Background: an optimization exercise with open tools, aiming at a short achievable clock period and few clock cycles. Do not read the settings as production practice.
In this exercise RTL edits were held to simulation tests only and were not proved equivalent to the original.

==> flow/config.mk <==
export PLATFORM = sky130hd
export DESIGN_NAME = urisc_core
export DESIGN_NICKNAME = urisc_core
export VERILOG_FILES = /design/flow/design.v
export SDC_FILE = /design/flow/constraint.sdc
export NUM_CORES = 8
export LEC_CHECK = 0
export CAP_MARGIN = 20
export CORE_MARGIN = 2
export CORE_UTILIZATION = 40
export SLEW_MARGIN = 20
==> flow/design.v <==
module urisc_alu (
    input  wire [4:0]  op,
    input  wire [31:0] a,
    input  wire [31:0] b,
    output reg  [31:0] r,
    output wire [3:0]  f
);
    localparam OP_ADD  = 5'd0,  OP_SUB  = 5'd1,  OP_ZEROS = 5'd2,  OP_XOR = 5'd3,
               OP_OR   = 5'd4,  OP_AND  = 5'd5,  OP_NOT   = 5'd6,  OP_PASS = 5'd7,
               OP_MUL  = 5'd8,  OP_DIV  = 5'd9,  OP_MOD   = 5'd10, OP_NEG  = 5'd11,
               OP_INC  = 5'd12, OP_DEC  = 5'd13, OP_SHL   = 5'd14, OP_ASR  = 5'd15,
               OP_LSR  = 5'd16;
    wire [32:0] sum  = {1'b0, a} + {1'b0, b};
    wire [32:0] diff = {1'b0, a} - {1'b0, b};
    wire [4:0]  k    = b[4:0];
    wire        bz   = (b == 32'd0);
    reg c_out, o_out;
    always @(*) begin
        c_out = 1'b0;
        o_out = 1'b0;
        case (op)
            OP_ADD: begin
                r     = sum[31:0];
                c_out = sum[32];
                o_out = (a[31] == b[31]) && (sum[31] != a[31]);
            end
            OP_SUB: begin
                r     = diff[31:0];
                c_out = (a < b);
                o_out = (a[31] != b[31]) && (diff[31] != a[31]);
            end
            OP_ZEROS: r = 32'd0;
            OP_XOR:   r = a ^ b;
            OP_OR:    r = a | b;
            OP_AND:   r = a & b;
            OP_NOT:   r = ~a;
            OP_PASS:  r = a;
            OP_MUL:   r = a * b;
            OP_DIV:   r = bz ? 32'd0 : a / b;
            OP_MOD:   r = bz ? 32'd0 : a % b;
            OP_NEG:   r = 32'd0 - a;
            OP_INC:   r = a + 32'd1;
            OP_DEC:   r = a - 32'd1;
            OP_SHL:   r = a << k;
            OP_ASR:   r = $signed(a) >>> k;
            OP_LSR:   r = a >> k;
            default:  r = 32'd0;
        endcase
    end
    assign f = {r[31], (r == 32'd0), c_out, o_out};
endmodule
module urisc_regfile (
    input  wire        clk,
    input  wire        rst,
    input  wire        we,
    input  wire [4:0]  waddr,
    input  wire [31:0] wdata,
    input  wire [4:0]  ra1,
    input  wire [4:0]  ra2,
    input  wire [4:0]  ra3,
    input  wire [4:0]  ra4,
    output wire [31:0] rd1,
    output wire [31:0] rd2,
    output wire [31:0] rd3,
    output wire [31:0] rd4
);
    reg [31:0] x [0:31];
    integer i;
    always @(posedge clk) begin
        if (rst) begin
            for (i = 0; i < 32; i = i + 1)
                x[i] <= 32'd0;
        end else if (we) begin
            x[waddr] <= wdata;
        end
    end
    assign rd1 = x[ra1];
    assign rd2 = x[ra2];
    assign rd3 = x[ra3];
    assign rd4 = x[ra4];
endmodule
module urisc_core (
    input  wire        clk,
    input  wire        rst,
    input  wire        strict,
    output reg  [15:0] mem_addr,
    input  wire [31:0] mem_rdata,
    output reg  [31:0] mem_wdata,
    output reg         mem_we,
    output wire [31:0] pc,
    output wire [3:0]  flags,
    output wire        retire,
    output wire        halted,
    output wire        faulted,
    output wire [1:0]  fault_cause,
    output wire [31:0] fault_info,
    input  wire [4:0]  dbg_reg_index,
    output wire [31:0] dbg_reg_value
);
    localparam PH_FETCH   = 3'd0,
               PH_DECODE  = 3'd1,
               PH_EXEC    = 3'd2,
               PH_WB      = 3'd3,
               PH_HALTED  = 3'd4,
               PH_FAULTED = 3'd5;
    localparam OPC_ADD   = 8'h01, OPC_SUB   = 8'h02, OPC_ZEROS = 8'h03, OPC_XOR   = 8'h04,
               OPC_OR    = 8'h05, OPC_NOTA  = 8'h06, OPC_AND   = 8'h07, OPC_ASL   = 8'h08,
               OPC_ASR   = 8'h09, OPC_LSL   = 8'h0A, OPC_LSR   = 8'h0B, OPC_PASSA = 8'h0C,
               OPC_LCLM  = 8'h0E, OPC_LCLL  = 8'h0F, OPC_LOAD  = 8'h10, OPC_STORE = 8'h11,
               OPC_JAL   = 8'h12, OPC_JR    = 8'h13, OPC_BEQ   = 8'h14, OPC_BNE   = 8'h15,
               OPC_J     = 8'h16, OPC_MUL   = 8'h17, OPC_DIV   = 8'h18, OPC_MOD   = 8'h19,
               OPC_NEG   = 8'h1A, OPC_INC   = 8'h1B, OPC_DEC   = 8'h1C, OPC_LOADI = 8'h1D,
               OPC_STOREI= 8'h1E, OPC_HALT  = 8'hFF;
    localparam OP_ADD  = 5'd0,  OP_SUB  = 5'd1,  OP_ZEROS = 5'd2,  OP_XOR = 5'd3,
               OP_OR   = 5'd4,  OP_AND  = 5'd5,  OP_NOT   = 5'd6,  OP_PASS = 5'd7,
               OP_MUL  = 5'd8,  OP_DIV  = 5'd9,  OP_MOD   = 5'd10, OP_NEG  = 5'd11,
               OP_INC  = 5'd12, OP_DEC  = 5'd13, OP_SHL   = 5'd14, OP_ASR  = 5'd15,
               OP_LSR  = 5'd16;
    localparam FC_MEMRANGE = 2'd1, FC_REGRANGE = 2'd2, FC_ILLEGAL = 2'd3;
    reg [2:0]  ph;
    reg [31:0] pc_q;
    reg [3:0]  f_q;
    reg        h_q;
    reg        strict_q;
    reg [1:0]  fc_q;
    reg [31:0] fi_q;
    reg        retire_q;
    reg [31:0] ir;
    reg [31:0] va, vb, vc;
    reg        wb_en;
    reg [4:0]  wb_idx;
    reg [31:0] wb_val;
    wire [7:0]  opc   = ir[31:24];
    wire [7:0]  fa    = ir[23:16];
    wire [7:0]  fb    = ir[15:8];
    wire [7:0]  fc    = ir[7:0];
    wire [23:0] imm24 = ir[23:0];
    wire [15:0] imm16 = ir[23:8];
    reg       known;
    reg       use_a, use_b, use_c;
    reg       is_alu;
    reg [4:0] alu_op;
    always @(*) begin
        known  = 1'b1;
        use_a  = 1'b0;
        use_b  = 1'b0;
        use_c  = 1'b0;
        is_alu = 1'b0;
        alu_op = OP_ADD;
        case (opc)
            OPC_ADD:    begin is_alu = 1'b1; alu_op = OP_ADD;   use_a = 1'b1; use_b = 1'b1; use_c = 1'b1; end
            OPC_SUB:    begin is_alu = 1'b1; alu_op = OP_SUB;   use_a = 1'b1; use_b = 1'b1; use_c = 1'b1; end
            OPC_XOR:    begin is_alu = 1'b1; alu_op = OP_XOR;   use_a = 1'b1; use_b = 1'b1; use_c = 1'b1; end
            OPC_OR:     begin is_alu = 1'b1; alu_op = OP_OR;    use_a = 1'b1; use_b = 1'b1; use_c = 1'b1; end
            OPC_AND:    begin is_alu = 1'b1; alu_op = OP_AND;   use_a = 1'b1; use_b = 1'b1; use_c = 1'b1; end
            OPC_MUL:    begin is_alu = 1'b1; alu_op = OP_MUL;   use_a = 1'b1; use_b = 1'b1; use_c = 1'b1; end
            OPC_DIV:    begin is_alu = 1'b1; alu_op = OP_DIV;   use_a = 1'b1; use_b = 1'b1; use_c = 1'b1; end
            OPC_MOD:    begin is_alu = 1'b1; alu_op = OP_MOD;   use_a = 1'b1; use_b = 1'b1; use_c = 1'b1; end
            OPC_ASL:    begin is_alu = 1'b1; alu_op = OP_SHL;   use_a = 1'b1; use_b = 1'b1; use_c = 1'b1; end
            OPC_LSL:    begin is_alu = 1'b1; alu_op = OP_SHL;   use_a = 1'b1; use_b = 1'b1; use_c = 1'b1; end
            OPC_ASR:    begin is_alu = 1'b1; alu_op = OP_ASR;   use_a = 1'b1; use_b = 1'b1; use_c = 1'b1; end
            OPC_LSR:    begin is_alu = 1'b1; alu_op = OP_LSR;   use_a = 1'b1; use_b = 1'b1; use_c = 1'b1; end
            OPC_ZEROS:  begin is_alu = 1'b1; alu_op = OP_ZEROS; use_c = 1'b1; end
            OPC_NOTA:   begin is_alu = 1'b1; alu_op = OP_NOT;   use_a = 1'b1; use_c = 1'b1; end
            OPC_PASSA:  begin is_alu = 1'b1; alu_op = OP_PASS;  use_a = 1'b1; use_c = 1'b1; end
            OPC_NEG:    begin is_alu = 1'b1; alu_op = OP_NEG;   use_a = 1'b1; use_c = 1'b1; end
            OPC_INC:    begin is_alu = 1'b1; alu_op = OP_INC;   use_a = 1'b1; end
            OPC_DEC:    begin is_alu = 1'b1; alu_op = OP_DEC;   use_a = 1'b1; end
            OPC_LCLM:   use_c = 1'b1;
            OPC_LCLL:   use_c = 1'b1;
            OPC_LOAD:   begin use_a = 1'b1; use_c = 1'b1; end
            OPC_STORE:  begin use_a = 1'b1; use_c = 1'b1; end
            OPC_LOADI:  use_c = 1'b1;
            OPC_STOREI: use_c = 1'b1;
            OPC_JR:     use_a = 1'b1;
            OPC_BEQ:    begin use_a = 1'b1; use_b = 1'b1; end
            OPC_BNE:    begin use_a = 1'b1; use_b = 1'b1; end
            OPC_JAL, OPC_J, OPC_HALT: ;
            default:    known = 1'b0;
        endcase
    end
    wire bad_a = use_a && (fa > 8'd31);
    wire bad_b = use_b && (fb > 8'd31);
    wire bad_c = use_c && (fc > 8'd31);
    wire [31:0] rf_a, rf_b, rf_c;
    urisc_regfile u_rf (
        .clk   (clk),
        .rst   (rst),
        .we    (ph == PH_WB && wb_en),
        .waddr (wb_idx),
        .wdata (wb_val),
        .ra1   (fa[4:0]),
        .ra2   (fb[4:0]),
        .ra3   (fc[4:0]),
        .ra4   (dbg_reg_index),
        .rd1   (rf_a),
        .rd2   (rf_b),
        .rd3   (rf_c),
        .rd4   (dbg_reg_value)
    );
    wire        alu_unary_a = (opc == OPC_NOTA) || (opc == OPC_PASSA) || (opc == OPC_NEG) ||
                              (opc == OPC_INC)  || (opc == OPC_DEC);
    wire [31:0] alu_a = alu_unary_a ? va : vb;
    wire [31:0] alu_b = vc;
    wire [31:0] alu_r;
    wire [3:0]  alu_f;
    urisc_alu u_alu (
        .op (alu_op),
        .a  (alu_a),
        .b  (alu_b),
        .r  (alu_r),
        .f  (alu_f)
    );
    wire [31:0] br_target = pc_q + {{24{fc[7]}}, fc};
    always @(*) begin
        mem_addr  = pc_q[15:0];
        mem_wdata = va;
        mem_we    = 1'b0;
        if (ph == PH_EXEC) begin
            case (opc)
                OPC_LOAD:   mem_addr = va[15:0];
                OPC_STORE:  begin mem_addr = vc[15:0]; mem_wdata = va; mem_we = 1'b1; end
                OPC_LOADI:  mem_addr = {fb, fc};
                OPC_STOREI: begin mem_addr = {fb, fc}; mem_wdata = vc; mem_we = 1'b1; end
                default: ;
            endcase
        end
    end
    always @(posedge clk) begin
        if (rst) begin
            ph       <= PH_FETCH;
            pc_q     <= 32'd0;
            f_q      <= 4'd0;
            h_q      <= 1'b0;
            fc_q     <= 2'd0;
            fi_q     <= 32'd0;
            retire_q <= 1'b0;
            wb_en    <= 1'b0;
            strict_q <= strict;
        end else begin
            retire_q <= 1'b0;
            case (ph)
                PH_FETCH: begin
                    if (pc_q[31:16] != 16'd0) begin
                        fc_q <= FC_MEMRANGE;
                        fi_q <= pc_q;
                        ph   <= PH_FAULTED;
                    end else begin
                        ir   <= mem_rdata;
                        pc_q <= pc_q + 32'd1;
                        ph   <= PH_DECODE;
                    end
                end
                PH_DECODE: begin
                    if (!known && strict_q) begin
                        fc_q <= FC_ILLEGAL;
                        fi_q <= ir;
                        ph   <= PH_FAULTED;
                    end else if (bad_a) begin
                        fc_q <= FC_REGRANGE;
                        fi_q <= {22'd0, 2'd1, fa};
                        ph   <= PH_FAULTED;
                    end else if (bad_b) begin
                        fc_q <= FC_REGRANGE;
                        fi_q <= {22'd0, 2'd2, fb};
                        ph   <= PH_FAULTED;
                    end else if (bad_c) begin
                        fc_q <= FC_REGRANGE;
                        fi_q <= {22'd0, 2'd3, fc};
                        ph   <= PH_FAULTED;
                    end else begin
                        va <= rf_a;
                        vb <= rf_b;
                        vc <= rf_c;
                        ph <= PH_EXEC;
                    end
                end
                PH_EXEC: begin
                    wb_en  <= 1'b0;
                    wb_idx <= fc[4:0];
                    wb_val <= alu_r;
                    if (is_alu) begin
                        f_q    <= alu_f;
                        wb_en  <= 1'b1;
                        if (use_b || opc == OPC_INC || opc == OPC_DEC)
                            wb_idx <= fa[4:0];
                    end
                    case (opc)
                        OPC_LCLM: begin
                            wb_en  <= 1'b1;
                            wb_val <= {imm16, vc[15:0]};
                        end
                        OPC_LCLL: begin
                            wb_en  <= 1'b1;
                            wb_val <= {vc[31:16], imm16};
                        end
                        OPC_LOAD, OPC_LOADI: begin
                            wb_en  <= 1'b1;
                            wb_val <= mem_rdata;
                        end
                        OPC_JAL: begin
                            wb_en  <= 1'b1;
                            wb_idx <= 5'd31;
                            wb_val <= pc_q;
                            pc_q   <= {8'd0, imm24};
                        end
                        OPC_J:    pc_q <= {8'd0, imm24};
                        OPC_JR:   pc_q <= va;
                        OPC_BEQ:  if (va == vb) pc_q <= br_target;
                        OPC_BNE:  if (va != vb) pc_q <= br_target;
                        OPC_HALT: h_q <= 1'b1;
                        default: ;
                    endcase
                    ph <= PH_WB;
                end
                PH_WB: begin
                    wb_en    <= 1'b0;
                    retire_q <= 1'b1;
                    ph       <= h_q ? PH_HALTED : PH_FETCH;
                end
                default: ;   
            endcase
        end
    end
    assign pc          = pc_q;
    assign flags       = f_q;
    assign retire      = retire_q;
    assign halted      = (ph == PH_HALTED);
    assign faulted     = (ph == PH_FAULTED);
    assign fault_cause = fc_q;
    assign fault_info  = fi_q;
endmodule
==> flow/run.sh <==
#!/bin/bash
# synth_recipe.tcl (not shown) runs the flow's synth.tcl, then flattens the netlist and writes it again
# the make line also repeats each setting of config.mk as NAME=value (left out here)
make -C /OpenROAD-flow-scripts/flow DESIGN_CONFIG=/design/flow/config.mk WORK_HOME=/design/flow/orfs CLKGATE_MAP_FILE= SYNTH_SCRIPT=/design/flow/synth_recipe.tcl finish
==> flow/constraint.sdc <==
create_clock -name core_clock -period 80.0 [get_ports {clk}]
set_input_delay 16.0000 -clock core_clock [delete_from_list [all_inputs] [get_ports {clk}]]
set_output_delay 16.0000 -clock core_clock [all_outputs]
set_load 0.01 [all_outputs]
==> impl_metrics.py <==
metrics = {
    "run_status": {
        "outcome": "no timing/DRC/antenna violations",
    },
    "sta": {
        "holdWs_ns": 0.457,
        "hold_viol_final": 0,
        "tns_ns": 0,
        "fin_crit_ns": 76.82,
        "setup_slack_ns": 3.18,
        "drv_slew": 0,
        "relSlewSlack_pct": 11.9,
        "setup_viol": 0,
        "min_period_over_period_pct": 96.0,
        "max_freq_mhz": 13.0,
        "worst_slew_pin_slew_ns": 1.31,
        "skew_ns": 0.119,
    },
    "clock_tree": {
        "cts_buffers": 151,
        "cts.sinks": 1266,
        "root_buffer": "clkbuf_16",
        "path_clk_slew_ns": 0.07,
        "htree_levels": 4,
        "clkLatencyLatePin_ns": 0.90,
        "cts_tree": "yes",
        "hold_buffers": 0,
        "cts_buffer_depth": 4,
    },
    "hold_path": {
        "min_path_cells": 2,
        "hold-path-endpoint": "fc_q[1]",
        "min_path_type": "reg -> reg",
        "min_from": "fc_q[1]",
    },
    "logic_synthesis": {
        "synth_area_leader_cell": "edfxtp_1",
        "synth-edff-count": 1190,
        "yosys-top-cells-area": "edfxtp_1 25%, mux4_2 21%, ha_1 7.1%, fa_1 5.8%, and2_1 4.8%",
        "async_reset_ff_share_pct": 0,
        "post_synth.cell_area_avg_um2": 10.3,
        "netlist_instances": 13800,
        "ys_ff_latch": 1266,
        "synth_top_cell_area_share_pct": 25.0,
        "yosysUniqueCellTypes": 109,
        "ys_seq_area_share_pct": 26.1,
        "yosys_warnings": 3,
        "syn-num-nets": 15100,
        "netlist_area_um2": 143000,
        "synthFlopType": "edfxtp_1",
    },
    "place": {
        "dp.cells": 19000,
        "pre_cts_slack_ns": -0.710,
        "dp_hpwl_um": 553000,
        "numPortBuffers": 193,
        "placedInstanceArea_um2": 157000,
        "gp_congestion": 1.09,
    },
    "routing": {
        "via_per_inst": 6.90,
        "wire_per_inst_um": 40.2,
        "vias": 134000,
        "firstDrtPassIters": 11,
        "drt-initial-drc-count": 21700,
        "drc": 0,
        "ant_nets": 0,
        "wirelength_um": 782000,
    },
    "critical_path": {
        "r2r-end": "f_q[2]",
        "reg2reg_depth": 300,
        "critical_path.startpoint": "ir[26]",
        "reg2reg_slack_ns": 3.18,
        "cp-start-kind": "flop",
        "critPathCaptureType": "flop",
        "crit-reg2reg-launch": "ir[26]",
        "crit_path_max_incr_delay_ns": 0.87,
        "path_max_fanout": 18,
        "arrival_ns": 77.63,
        "critical_path_class": "reg -> reg",
        "required_ns": 80.81,
        "slowest_stage": "a2bb2oi_1",
        "crit_top_cell": "ha_1",
    },
    "layout": {
        "final_cells": 19400,
        "synthToLayoutAreaGrowth_pct": 14.0,
        "drive_gt1_share_pct": 23.4,
        "nets": 15700,
        "fin_util_pct": 45.8,
        "stdcell_area_um2": 163000,
    },
    "run": {
        "drv_cap": 0,
    },
    "grt": {
        "grt-ovfl-total": 0,
        "grt_pass1_vias": 128000,
        "grtUsageTotal_pct": 42.2,
        "grt_pass1_wl_um": 1060000,
        "grt_max_degree": 126,
        "antenna_found_initial": 85,
    },
    "floorplan": {
        "dieArea_um2": 362000,
        "die_w_um": 601,
        "row_count": 219,
        "die_height_um": 601,
        "num_io_pins": 194,
        "start_util_pct": 40.2,
        "core_area_um2": 355000,
    },
}
-- critical path: cells and delay by family, from the launching register on --
family	cells	cell delay, ns
adders and majority gates	32	9.96
AOI/OAI and AO/OA	138	36.92
xor gates and xnor gates	1	0.16
and+or+nand+nor	104	23.60
DFF	1	0.71
buffers and inverters	22	4.34
muxes	3	0.80
-- cell usage in the layout (no fill, tap or decap), types with 231 or more instances in the layout --
cell type	instances
buf_4	1233
nand2_1	1249
a21oi_1	683
nor2_1	964
mux2_2	261
fa_1	413
nor3_1	231
mux4_2	1352
edfxtp_1	1190
ha_1	815
and2_1	1085
o21ai_0	484
xnor2_1	378
inv_1	716
nand3_1	252
-- how the worst max path moves through the flow --
stage	endpoint	cells after the start	slack, ns
3_5_place_dp	f_q[2]	299	-0.71
5_1_grt	wb_val[24]	301	-0.08
6_report	f_q[2]	300	3.18
2_1_floorplan	f_q[2]	302	7.59
4_1_cts	f_q[2]	301	0.05
3_3_place_gp	f_q[2]	298	-0.19
-- final cells by class --
class / instances / area [um2]
Antenna cell: 108 / 270
Clock buffer: 194 / 3990
Clock inverter: 70 / 721
Fill cell: 33400 / 193000
Inverter: 756 / 2850
Multi-Input combinational cell: 10800 / 100000
Sequential cell: 1266 / 37300
Tap cell: 4751 / 5940
Timing Repair Buffer: 1452 / 11700
-- cells in the mapped netlist, types with 82 or more instances --
cell / instances
mux2_2: 261
ha_1: 815
nand2b_1: 82
clkbuf_1: 795
a221oi_1: 88
inv_1: 729
fa_1: 413
mux4_2: 1352
nand3_1: 254
a31oi_1: 109
and2_1: 1085
nand2_1: 1256
a211oi_1: 113
o21ai_0: 498
nor3_1: 239
a21o_1: 215
buf_1: 162
o211ai_1: 100
a21oi_1: 693
xor2_1: 178
a22oi_1: 114
edfxtp_1: 1190
or3_1: 86
o21a_1: 143
xnor2_1: 378
nor2_1: 1013
mux2i_1: 133
-- sequential cells by signal (all words and copies together), names as in the netlist, 2 cells and up --
name / cells
f_q: 4
pc_q: 32
va: 32
u_rf.x: 1024
fi_q: 32
vb: 32
ph: 3
ir: 32
vc: 32
wb_val: 32
fc_q: 2
wb_idx: 5
-- layer usage --
metal  wire length (um)  track usage [%]
met1             273000             50.9
met2             336000             63.1
met3              95500             11.9
met4              76600             33.8
met5                239                0
-- kinds of logic after synthesis --
kind of cell | count (synthesis) | share of synthesized area, %
AO/OA/AOI/OAI | 2771 | 13.0
XOR/XNOR | 556 | 3.41
adder cells (fa/ha/maj) | 1229 | 12.9
buffers and inverters | 1736 | 4.60
flip-flops | 1266 | 26.1
multiplexers | 1749 | 24.4
AND/OR/NAND/NOR | 4522 | 15.6
-- timing repair --
| item | CTS | global route |
|---|---|---|
| endpoints found under the setup margin | 26 | 34 |
| pin swaps | 0 | 5 |
| buffers inserted | 0 | 3 |
| cloned | 0 | 1 |
| resized for setup | 6 | 90 |
Testbench counts, summed over its fixed seeds: cycles 165,256.

## static timing again, ports no longer ideal
How much do the figures lean on ideal ports? The routed layout below was timed once more, with nothing changed but the port constraints.
Step 1 assumes that a clkbuf_16 drives the clock port and a buf_2 every other input.
Step 2 moves the port delays by t, midway between the first and last clock arrival at a register: inputs arrive t later, outputs are due t later. That takes back most of the time a late clock gives input paths.
a / b / c = ideal / step 1 / step 2; a / b = the first two.
t, ns: 0.943
setup slack, ns: 3.182 / 3.182 / 3.182
clock arrival spread, ns: 0.122 / 0.122
slew at the worst register clock pin (ns): 0.07 / 0.07
After both steps setup and hold are still met in this run. For this run, drivers alone change the setup slack by 0.000 ns; drivers and shift together by 0.000 ns.
